Context: an optimization exercise on an open-source flow, tuned for small area, a short achievable clock period and few clock cycles per item. The choices shown serve that exercise and are no tape-out recipe. Where RTL was checked, it was by simulation tests only, not by an equivalence proof against the original. Power and IR drop assume default switching activity.

Design ws_frame_rx, start of the top module:
module ws_frame_rx (
  input  wire        clk,
  input  wire        rst,
  input  wire        in_valid,
  input  wire [7:0]  in_data,
  output wire        in_ready,
  output wire        ev_valid,
  input  wire        ev_ready,
  output wire        ev_crc_err,
  output wire [1:0]  ev_tag,
  output wire [7:0]  ev_command,
  output wire [7:0]  ev_status,
  output wire [7:0]  ev_length,
  output wire [63:0] ev_raw,
  output wire [63:0] ev_value1,
  output wire [63:0] ev_value2,
  output wire [15:0] ev_stored,
  output wire [15:0] ev_computed
);
==> module ws_framer, before the edit <==
module ws_framer (
  input  wire        clk,
  input  wire        rst,
  input  wire        in_valid,
  input  wire [7:0]  in_data,
  output wire        in_ready,
  input  wire        ev_take,
  output reg         ev_valid,
  output reg         ev_crc_err,
  output reg  [1:0]  ev_tag,
  output reg  [7:0]  ev_command,
  output reg  [7:0]  ev_status,
  output reg  [7:0]  ev_length,
  output reg  [63:0] ev_raw,
  output reg  [15:0] ev_stored,
  output reg  [15:0] ev_computed,
  output reg         m_hr,         
  output reg         m_tr,         
  output wire        load1,        
  output wire        load2         
);
  reg  [5:0] pos;
  reg        rdy;                  
  assign in_ready = rdy;
  wire acc    = in_valid && rdy;
  wire is_aa  = (in_data == 8'hAA);
  wire is_tag = (in_data == 8'h01) || (in_data == 8'h02) || (in_data == 8'h03);
  reg  [5:0] pos_n;
  always @* begin
    pos_n = pos;
    if (acc)
      case (pos)
        6'd0: pos_n = is_aa ? 6'd1 : 6'd0;
        6'd1: pos_n = is_tag ? 6'd2 : is_aa ? 6'd1 : 6'd0;
        6'd2: pos_n = (in_data == 8'h55) ? 6'd3 : is_aa ? 6'd1 : 6'd0;
        6'd3: pos_n = (in_data == 8'hC3) ? 6'd4 : is_aa ? 6'd1 : 6'd0;
        default: pos_n = pos + 6'd1;    
      endcase
  end
  wire evv_n = (ev_valid && !ev_take) || (acc && pos == 6'd63);
  always @(posedge clk) begin
    if (rst) begin
      pos      <= 6'd0;
      rdy      <= 1'b1;
      ev_valid <= 1'b0;
    end else begin
      pos      <= pos_n;
      rdy      <= !evv_n || (acc ? (pos == 6'd63 || (pos == 6'd0 && !is_aa))
                                 : (pos == 6'd0));
      ev_valid <= evv_n;
    end
  end
  wire   ld    = m_hr ? (pos == 6'd15) : (pos == 6'd11);
  assign load1 = ld;
  assign load2 = ld && !m_tr;
  wire [15:0] crc_next;
  ws_crc16_byte u_crc (.crc_in(ev_computed), .data(in_data), .crc_out(crc_next));
  always @(posedge clk) begin
    if (acc) begin
      if (pos == 6'd1) begin
        ev_tag <= in_data[1:0] - 2'd1;
        m_hr   <= (in_data[1:0] == 2'd2);
        m_tr   <= (in_data[1:0] == 2'd3);
      end
      if (pos == 6'd3) ev_computed <= 16'hFFFF;
      if (pos >= 6'd4 && pos <= 6'd61)
        ev_computed <= crc_next;
    end
    if (pos == 6'd4)  ev_command    <= in_data;
    if (pos == 6'd5)  ev_status     <= in_data;
    if (pos == 6'd6)  ev_length     <= in_data;
    if (pos == 6'd7)  ev_raw[7:0]   <= in_data;
    if (pos == 6'd8)  ev_raw[15:8]  <= in_data;
    if (pos == 6'd9)  ev_raw[23:16] <= in_data;
    if (pos == 6'd10) ev_raw[31:24] <= in_data;
    if (pos == 6'd11) ev_raw[39:32] <= in_data;
    if (pos == 6'd12) ev_raw[47:40] <= in_data;
    if (pos == 6'd13) ev_raw[55:48] <= in_data;
    if (pos == 6'd14) ev_raw[63:56] <= in_data;
    if (pos == 6'd62) ev_stored[15:8] <= in_data;
    if (pos == 6'd63) begin
      ev_stored[7:0] <= in_data;
      ev_crc_err     <= (ev_computed != {ev_stored[15:8], in_data});
    end
  end
endmodule
==> module ws_frame_rx, before the edit <==
module ws_frame_rx (
  input  wire        clk,
  input  wire        rst,
  input  wire        in_valid,
  input  wire [7:0]  in_data,
  output wire        in_ready,
  output wire        ev_valid,
  input  wire        ev_ready,
  output wire        ev_crc_err,
  output wire [1:0]  ev_tag,
  output wire [7:0]  ev_command,
  output wire [7:0]  ev_status,
  output wire [7:0]  ev_length,
  output wire [63:0] ev_raw,
  output wire [63:0] ev_value1,
  output wire [63:0] ev_value2,
  output wire [15:0] ev_stored,
  output wire [15:0] ev_computed
);
  wire load1, load2;
  wire pre1, pre2;
  reg        busy, post;
  reg  [4:0] cnt;
  wire [4:0] cnt_n  = cnt + 5'd1;
  wire       m_hr, m_tr;           
  wire       d25    = !m_hr && !m_tr;
  wire       d125   = m_tr;
  wire       t_hi   = post && ((d25 && cnt_n == 5'd24) ||
                               (d125 && (cnt_n == 5'd23 || cnt_n == 5'd24 || cnt_n == 5'd25)));
  wire       t_lo   = post && ((d25 && cnt_n == 5'd24) ||
                               (d125 && (cnt_n == 5'd23 || cnt_n == 5'd24)));
  always @(posedge clk) begin
    if (rst) begin
      busy <= 1'b0;
      post <= 1'b0;
    end else if (load1 || load2) begin
      busy <= 1'b1;
      post <= 1'b0;
    end else if (busy && !post && !pre1 && !pre2) begin
      post <= 1'b1;
    end else if (post && cnt == 5'd25) begin
      busy <= 1'b0;
      post <= 1'b0;
    end
  end
  always @(posedge clk)
    cnt <= post ? cnt_n : 5'd0;
  ws_framer u_framer (
    .clk(clk), .rst(rst),
    .in_valid(in_valid), .in_data(in_data), .in_ready(in_ready),
    .ev_take(ev_valid && ev_ready), .ev_valid(ev_valid),
    .ev_crc_err(ev_crc_err), .ev_tag(ev_tag), .ev_command(ev_command),
    .ev_status(ev_status), .ev_length(ev_length), .ev_raw(ev_raw),
    .ev_stored(ev_stored), .ev_computed(ev_computed),
    .m_hr(m_hr), .m_tr(m_tr), .load1(load1), .load2(load2)
  );
  wire [23:0] lv1;
  wire [10:0] ex1;
  ws_f32_to_f64 #(.TRACTION(1)) u_op1 (
    .mode({m_tr, m_hr}), .n(ev_raw[15:0]), .w(ev_raw[31:16]), .f(ev_raw[31:0]),
    .lv(lv1), .ex0(ex1)
  );
  ws_div_f64 #(.RW(7)) u_eng1 (
    .clk(clk), .rst(rst), .start(load1),
    .sel25(d25), .sel125(d125), .sgn(sgn1),
    .lv(lv1), .ex0(ex1),
    .post(post), .post_first(post && cnt == 5'd0), .t_hi(t_hi), .t_lo(t_lo),
    .pre(pre1), .sign(ev_value1[63]), .expo(ev_value1[62:52]), .frac(ev_value1[51:0])
  );
  wire [23:0] lv2;
  wire [10:0] ex2;
  ws_f32_to_f64 #(.TRACTION(0)) u_op2 (
    .mode({1'b0, m_hr}), .n(ev_raw[31:16]), .w(16'd0), .f(ev_raw[63:32]),
    .lv(lv2), .ex0(ex2)
  );
  ws_div_f64 #(.RW(5)) u_eng2 (
    .clk(clk), .rst(rst), .start(load2),
    .sel25(d25), .sel125(1'b0), .sgn(sgn2),
    .lv(lv2), .ex0(ex2),
    .post(post), .post_first(post && cnt == 5'd0), .t_hi(t_hi), .t_lo(t_lo),
    .pre(pre2), .sign(ev_value2[63]), .expo(ev_value2[62:52]), .frac(ev_value2[51:0])
  );
  wire sgn1, sgn2;
  ws_decoder u_sign (
    .tag({m_tr, m_hr}), .raw(ev_raw), .sign1(sgn1), .sign2(sgn2)
  );
endmodule
==> flow/config.mk <==
export PLATFORM = sky130hd
export DESIGN_NAME = ws_frame_rx
export DESIGN_NICKNAME = ws_frame_rx
export VERILOG_FILES = /design/flow/design.v
export SDC_FILE = /design/flow/constraint.sdc
export NUM_CORES = 4
export LEC_CHECK = 0
export ABC_AREA = 1
export CAP_MARGIN = 20
export CORE_MARGIN = 2
export CORE_UTILIZATION = 50
export CTS_BUF_LIST = sky130_fd_sc_hd__clkbuf_8
export CTS_CLUSTER_DIAMETER = 50
export CTS_CLUSTER_SIZE = 20
export PLACE_DENSITY = 0.6
export SETUP_SLACK_MARGIN = 5
export SLEW_MARGIN = 20
==> flow/constraint.sdc <==
create_clock -name core_clock -period 9.0 [get_ports {clk}]
set_input_delay 1.8000 -clock core_clock [delete_from_list [all_inputs] [get_ports {clk}]]
set_output_delay 1.8000 -clock core_clock [all_outputs]
set_load 0.01 [all_outputs]
standard.sh (not shown) runs the stock make flow with config.mk's settings and CLKGATE_MAP_FILE= SYNTH_SCRIPT=/design/flow/synth_recipe.tcl, a recipe that flattens the netlist after the stock synthesis.
==> flow/flow/run.sh <==
#!/bin/bash
# Own flow: the standard layout (standard.sh, unchanged synthesis) with
# a tighter setup target for repair_timing, the smallest buffer on the
# ports and clock tree synthesis without dummy loads. All tool output goes
# to logs in this folder (standard_own.log, and ORFS's logs under orfs/).
set -euo pipefail
MARGIN=${MARGIN:-5.9}
CTS="-sink_clustering_enable -repair_clock_nets -buf_list sky130_fd_sc_hd__clkbuf_8 -sink_clustering_size 30 -sink_clustering_max_diameter 40 -dont_use_dummy_load"
sed -e "s/SETUP_SLACK_MARGIN=[0-9.]*/SETUP_SLACK_MARGIN=$MARGIN/" \
    -e "s|\"\${@:-finish}\"|BUFFER_PORTS_ARGS='-buffer_cell sky130_fd_sc_hd__buf_1' CTS_ARGS='$CTS' \"\${@:-finish}\"|" \
    standard.sh > standard_own.sh
bash standard_own.sh > standard_own.log 2>&1
Change:
--- a/flow/design.v
+++ b/flow/design.v
@@ -21,12 +21,10 @@
   output reg  [7:0]  ev_status,
   output reg  [7:0]  ev_length,
   output reg  [63:0] ev_raw,
   output reg  [15:0] ev_stored,
   output reg  [15:0] ev_computed,
-  output reg         m_hr,         
-  output reg         m_tr,         
   output wire        load1,        
   output wire        load2         
 );
   reg  [5:0] pos;
   reg        rdy;                  
@@ -57,22 +55,18 @@
       rdy      <= !evv_n || (acc ? (pos == 6'd63 || (pos == 6'd0 && !is_aa))
                                  : (pos == 6'd0));
       ev_valid <= evv_n;
     end
   end
-  wire   ld    = m_hr ? (pos == 6'd15) : (pos == 6'd11);
+  wire   ld    = (ev_tag == 2'd1) ? (pos == 6'd15) : (pos == 6'd11);
   assign load1 = ld;
-  assign load2 = ld && !m_tr;
+  assign load2 = ld && (ev_tag != 2'd2);
   wire [15:0] crc_next;
   ws_crc16_byte u_crc (.crc_in(ev_computed), .data(in_data), .crc_out(crc_next));
   always @(posedge clk) begin
     if (acc) begin
-      if (pos == 6'd1) begin
-        ev_tag <= in_data[1:0] - 2'd1;
-        m_hr   <= (in_data[1:0] == 2'd2);
-        m_tr   <= (in_data[1:0] == 2'd3);
-      end
+      if (pos == 6'd1) ev_tag <= in_data[1:0] - 2'd1;
       if (pos == 6'd3) ev_computed <= 16'hFFFF;
       if (pos >= 6'd4 && pos <= 6'd61)
         ev_computed <= crc_next;
     end
     if (pos == 6'd4)  ev_command    <= in_data;
@@ -229,13 +223,12 @@
   wire load1, load2;
   wire pre1, pre2;
   reg        busy, post;
   reg  [4:0] cnt;
   wire [4:0] cnt_n  = cnt + 5'd1;
-  wire       m_hr, m_tr;           
-  wire       d25    = !m_hr && !m_tr;
-  wire       d125   = m_tr;
+  wire       d25    = (ev_tag == 2'd0);
+  wire       d125   = (ev_tag == 2'd2);
   wire       t_hi   = post && ((d25 && cnt_n == 5'd24) ||
                                (d125 && (cnt_n == 5'd23 || cnt_n == 5'd24 || cnt_n == 5'd25)));
   wire       t_lo   = post && ((d25 && cnt_n == 5'd24) ||
                                (d125 && (cnt_n == 5'd23 || cnt_n == 5'd24)));
   always @(posedge clk) begin
@@ -259,38 +252,38 @@
     .in_valid(in_valid), .in_data(in_data), .in_ready(in_ready),
     .ev_take(ev_valid && ev_ready), .ev_valid(ev_valid),
     .ev_crc_err(ev_crc_err), .ev_tag(ev_tag), .ev_command(ev_command),
     .ev_status(ev_status), .ev_length(ev_length), .ev_raw(ev_raw),
     .ev_stored(ev_stored), .ev_computed(ev_computed),
-    .m_hr(m_hr), .m_tr(m_tr), .load1(load1), .load2(load2)
+    .load1(load1), .load2(load2)
   );
   wire [23:0] lv1;
   wire [10:0] ex1;
   ws_f32_to_f64 #(.TRACTION(1)) u_op1 (
-    .mode({m_tr, m_hr}), .n(ev_raw[15:0]), .w(ev_raw[31:16]), .f(ev_raw[31:0]),
+    .mode(ev_tag), .n(ev_raw[15:0]), .w(ev_raw[31:16]), .f(ev_raw[31:0]),
     .lv(lv1), .ex0(ex1)
   );
   ws_div_f64 #(.RW(7)) u_eng1 (
     .clk(clk), .rst(rst), .start(load1),
-    .sel25(d25), .sel125(d125), .sgn(sgn1),
+    .sel25(ev_tag == 2'd0), .sel125(ev_tag == 2'd2), .sgn(sgn1),
     .lv(lv1), .ex0(ex1),
     .post(post), .post_first(post && cnt == 5'd0), .t_hi(t_hi), .t_lo(t_lo),
     .pre(pre1), .sign(ev_value1[63]), .expo(ev_value1[62:52]), .frac(ev_value1[51:0])
   );
   wire [23:0] lv2;
   wire [10:0] ex2;
   ws_f32_to_f64 #(.TRACTION(0)) u_op2 (
-    .mode({1'b0, m_hr}), .n(ev_raw[31:16]), .w(16'd0), .f(ev_raw[63:32]),
+    .mode(ev_tag), .n(ev_raw[31:16]), .w(16'd0), .f(ev_raw[63:32]),
     .lv(lv2), .ex0(ex2)
   );
   ws_div_f64 #(.RW(5)) u_eng2 (
     .clk(clk), .rst(rst), .start(load2),
-    .sel25(d25), .sel125(1'b0), .sgn(sgn2),
+    .sel25(ev_tag == 2'd0), .sel125(1'b0), .sgn(sgn2),
     .lv(lv2), .ex0(ex2),
     .post(post), .post_first(post && cnt == 5'd0), .t_hi(t_hi), .t_lo(t_lo),
     .pre(pre2), .sign(ev_value2[63]), .expo(ev_value2[62:52]), .frac(ev_value2[51:0])
   );
   wire sgn1, sgn2;
   ws_decoder u_sign (
-    .tag({m_tr, m_hr}), .raw(ev_raw), .sign1(sgn1), .sign2(sgn2)
-  );
-endmodule
+    .tag(ev_tag), .raw(ev_raw), .sign1(sgn1), .sign2(sgn2)
+  );
+endmodule
Cell area went down by about 2%.
Area after synthesis decreases by 2.6%.
Register-to-register slack gains 30 ps.
Critical path depth increases by 1.
Combinational power climbs by about 6%.
Total power goes down by about 0.6%.
Count of clock-buffer cells in the layout drops by 2.
Global-route usage rose by 0.95 points.
Die area fell by 2.6%.
Sequential share of layout area is higher by 0.58 points.
Sequential power stays flat.
Final cell count shrinks by 2.0%.
Testbench counts after the change, summed over its fixed seeds: cycles 24,942, bytes 24,934.
Only the layout flow was run in the first run of this note; the RTL was not checked for function there.

[separate check: timing with driven ports]
The flow's constraints put no driver on any port. The routed layouts listed below were extracted and timed again, unchanged, in two steps.
Step 1, drivers: a clkbuf_16 drives clk and a buf_2 each remaining input, both assumed.
Step 2 times the ports against the registers' clock, not the clock port: input delays grow and output delays shrink by t, the midpoint of the rising clock arrivals with the driver on.
Slacks: ideal ports / drivers / drivers and shift; pairs: ideal ports / drivers.
run	t (ns)	slack for setup (ns)	latest minus earliest clock arrival (ns)	worst register clock-pin slew, ns	worst data-port slew with drivers (ns)
the first run	0.586	5.944 / 5.894 / 5.511	0.117 / 0.116	0.09 / 0.09	0.03
the second run	0.581	5.927 / 5.880 / 5.563	0.073 / 0.073	0.09 / 0.09	0.04
After both steps setup and hold are still met in every run listed. For the first run, which loses most, drivers alone change the setup slack by -0.050 ns; drivers and shift together by -0.433 ns.
